Source: an optimization exercise on an open RTL-to-GDS flow (aim: small area). Production flows keep margins and buffers that such runs may drop.
Only simulation tests tie the RTL to the original design; equivalence was not proved.

== wip/cedar ==
// kpcf_dl
module kpcf_dl (
    input  wire        clk,
    input  wire        rst,           
    input  wire        cmd_valid,
    output reg         cmd_ready,
    input  wire [1:0]  cmd_op,        
    input  wire        cmd_ch,        
    input  wire [31:0] cmd_data,
    output reg         resp_valid,
    output reg  [1:0]  resp_code,     
    output wire [31:0] resp_data
);
Size: roughly 3700 cells after synthesis, about 1200 flip-flops, about 74 I/O pins, roughly 0.041 sq mm of cells after synthesis.
export LEC_CHECK = 0
export ABC_AREA = 1
export CAP_MARGIN = 20
export CORE_MARGIN = 2
export CORE_UTILIZATION = 55
export CTS_BUF_LIST = sky130_fd_sc_hd__clkbuf_16
export CTS_CLUSTER_DIAMETER = 90
export CTS_CLUSTER_SIZE = 26
export PLACE_DENSITY = 0.65
export SLEW_MARGIN = 20
create_clock -name core_clock -period 400.0 [get_ports {clk}]
standard.sh (not shown) runs the stock make flow with config.mk's settings and CLKGATE_MAP_FILE= SYNTH_SCRIPT=/design/flow/synth_recipe.tcl, a recipe that flattens the netlist after the stock synthesis.
==> flow/flow/run.sh <==
#!/bin/bash
set -euo pipefail
work=$(pwd)
rm -rf "$work/orfs_scripts"
cp -r "$FLOW_HOME/scripts" "$work/orfs_scripts"
cp "$work/flow/abc_area.script" "$work/orfs_scripts/abc_area.script"
bash "$work/standard.sh" finish SCRIPTS_DIR="$work/orfs_scripts" > "$work/flow_make.log" 2>&1
==> flow/flow/abc_area.script <==
strash; &get -n; &dch -f; &nf -a -R 1000; &put; &get -n; &dch -f; &nf -a -R 1000; &put
Relative to wip/cedar, the following input files were edited for wip/raven:
-- flow/flow/run.sh --
<<< wip/cedar, line 7
bash "$work/standard.sh" finish SCRIPTS_DIR="$work/orfs_scripts" > "$work/flow_make.log" 2>&1
>>> wip/raven, line 7
bash "$work/standard.sh" finish SCRIPTS_DIR="$work/orfs_scripts" \
    "BUFFER_PORTS_ARGS=-buffer_cell sky130_fd_sc_hd__buf_1" > "$work/flow_make.log" 2>&1
- Relative to wip/cedar, the worst hold slack of wip/raven is lower by 0.020 ns.
- Summary of the comparison: detailed-route wire length is lower in wip/raven, relative to wip/cedar.
- wip/raven: flow completed, timing, DRC and antenna clean
Changes in wip/xenon relative to wip/raven:
-- flow/flow/run.sh --
<<< wip/raven, line 7
bash "$work/standard.sh" finish SCRIPTS_DIR="$work/orfs_scripts" \
    "BUFFER_PORTS_ARGS=-buffer_cell sky130_fd_sc_hd__buf_1" > "$work/flow_make.log" 2>&1
>>> wip/xenon, line 7
bash "$work/standard.sh" finish SCRIPTS_DIR="$work/orfs_scripts" > "$work/flow_make.log" 2>&1
==> flow/flow/abc_area.script <==
strash; &get -n; &dch -f; &nf -a -R 1000; &put
Notes after the runs:
The final layout from wip/xenon, which completed every stage, passed the timing, design-rule and antenna checks at the end of the flow. Final-layout clock-cell area share across wip/xenon and wip/raven: no real change. In the tables for wip/xenon and wip/raven, biggest cell delay along the critical path reads lower with wip/raven. Total via count in the routed design up 0.84% in wip/xenon wrt wip/raven. Summary of wip/xenon over wip/raven: routed wire length +4300 microns; buffering overhead grew by 0.96 points; final layout net count barely changed; starting density of the core picked up an extra 0.21 points.

kpcf_dl, a different RTL version from the one above (not shown whole).
Size in the first run: ~4,600 cells after synthesis, ~1,200 flip-flops, ~74 I/O pins.
make LEC_CHECK=0 ABC_AREA=1 CAP_MARGIN=20 CORE_MARGIN=2 CORE_UTILIZATION=55 PLACE_DENSITY=0.65 SLEW_MARGIN=20 finish   # period 400.0 ns
run.sh (not shown) runs the stock make flow with config.mk's settings and CLKGATE_MAP_FILE= SYNTH_SCRIPT=/design/flow/synth_recipe.tcl, a recipe that flattens the netlist after the stock synthesis.
Stock flow here: none of the scripts above is used.
Change:
==> flow/flow/run.sh (new file) <==
#!/bin/bash
set -euo pipefail
work=$(pwd)
rm -rf "$work/orfs_scripts"
cp -r "$FLOW_HOME/scripts" "$work/orfs_scripts"
cp "$work/flow/abc_area.script" "$work/orfs_scripts/abc_area.script"
bash "$work/standard.sh" finish SCRIPTS_DIR="$work/orfs_scripts" > "$work/flow_make.log" 2>&1
==> flow/flow/abc_area.script (new file) <==
strash; &get -n; &dch -f; &nf -a -R 1000; &put
==> flow/standard.sh (new file) <==
#!/bin/bash
# synth_recipe.tcl (not shown) runs the flow's synth.tcl, then flattens the netlist and writes it again
# the make line also repeats each setting of config.mk as NAME=value (left out here)
make -C /OpenROAD-flow-scripts/flow DESIGN_CONFIG=/design/flow/config.mk WORK_HOME=/design/flow/orfs CLKGATE_MAP_FILE= SYNTH_SCRIPT=/design/flow/synth_recipe.tcl "${@:-finish}"
removed: flow/run.sh
=>
- critical path depth does not change
- clock skew is higher by 0.040 ns
- register-to-register slack is about the same
- cell count drops by roughly a tenth

[static timing again, ports no longer ideal]
How much do the figures lean on ideal ports? The routed layouts below were timed once more, with nothing changed but the port constraints. Step 1: set_driving_cell puts a clkbuf_16 on clk and a buf_2 on each other input, an assumption about the parent block. Step 2 adds t to the input delays and takes it off the output delays; t is the mean of the earliest and latest rising clock arrival at the registers after step 1. Input paths then give back, and output paths get back, about the clock's delay inside the block. Slacks: no drivers / after step 1 / after step 2; pairs: no drivers / after step 1.
run | t, ns | setup slack, ns | worst hold slack (ns) | latest minus earliest clock arrival (ns)
wip/cedar | 0.725 | 236.966 / 236.931 / 236.931 | 0.303 / 0.303 / 0.303 | 0.078 / 0.078
wip/raven | 0.716 | 237.797 / 237.725 / 237.725 | 0.284 / 0.284 / 0.284 | 0.064 / 0.063
wip/xenon | 0.724 | 237.017 / 236.978 / 236.978 | 0.303 / 0.303 / 0.303 | 0.074 / 0.074
the first run of note 2 | 0.750 | 237.296 / 237.276 / 237.276 | 0.295 / 0.295 / 0.295 | 0.055 / 0.056
the second run of note 2 | 0.738 | 237.188 / 237.166 / 237.166 | 0.240 / 0.240 / 0.240 | 0.092 / 0.093
After both steps every run listed still meets setup and hold. The setup slack of wip/raven, which loses most, moves by -0.072 ns with the drivers and by -0.072 ns with both steps.
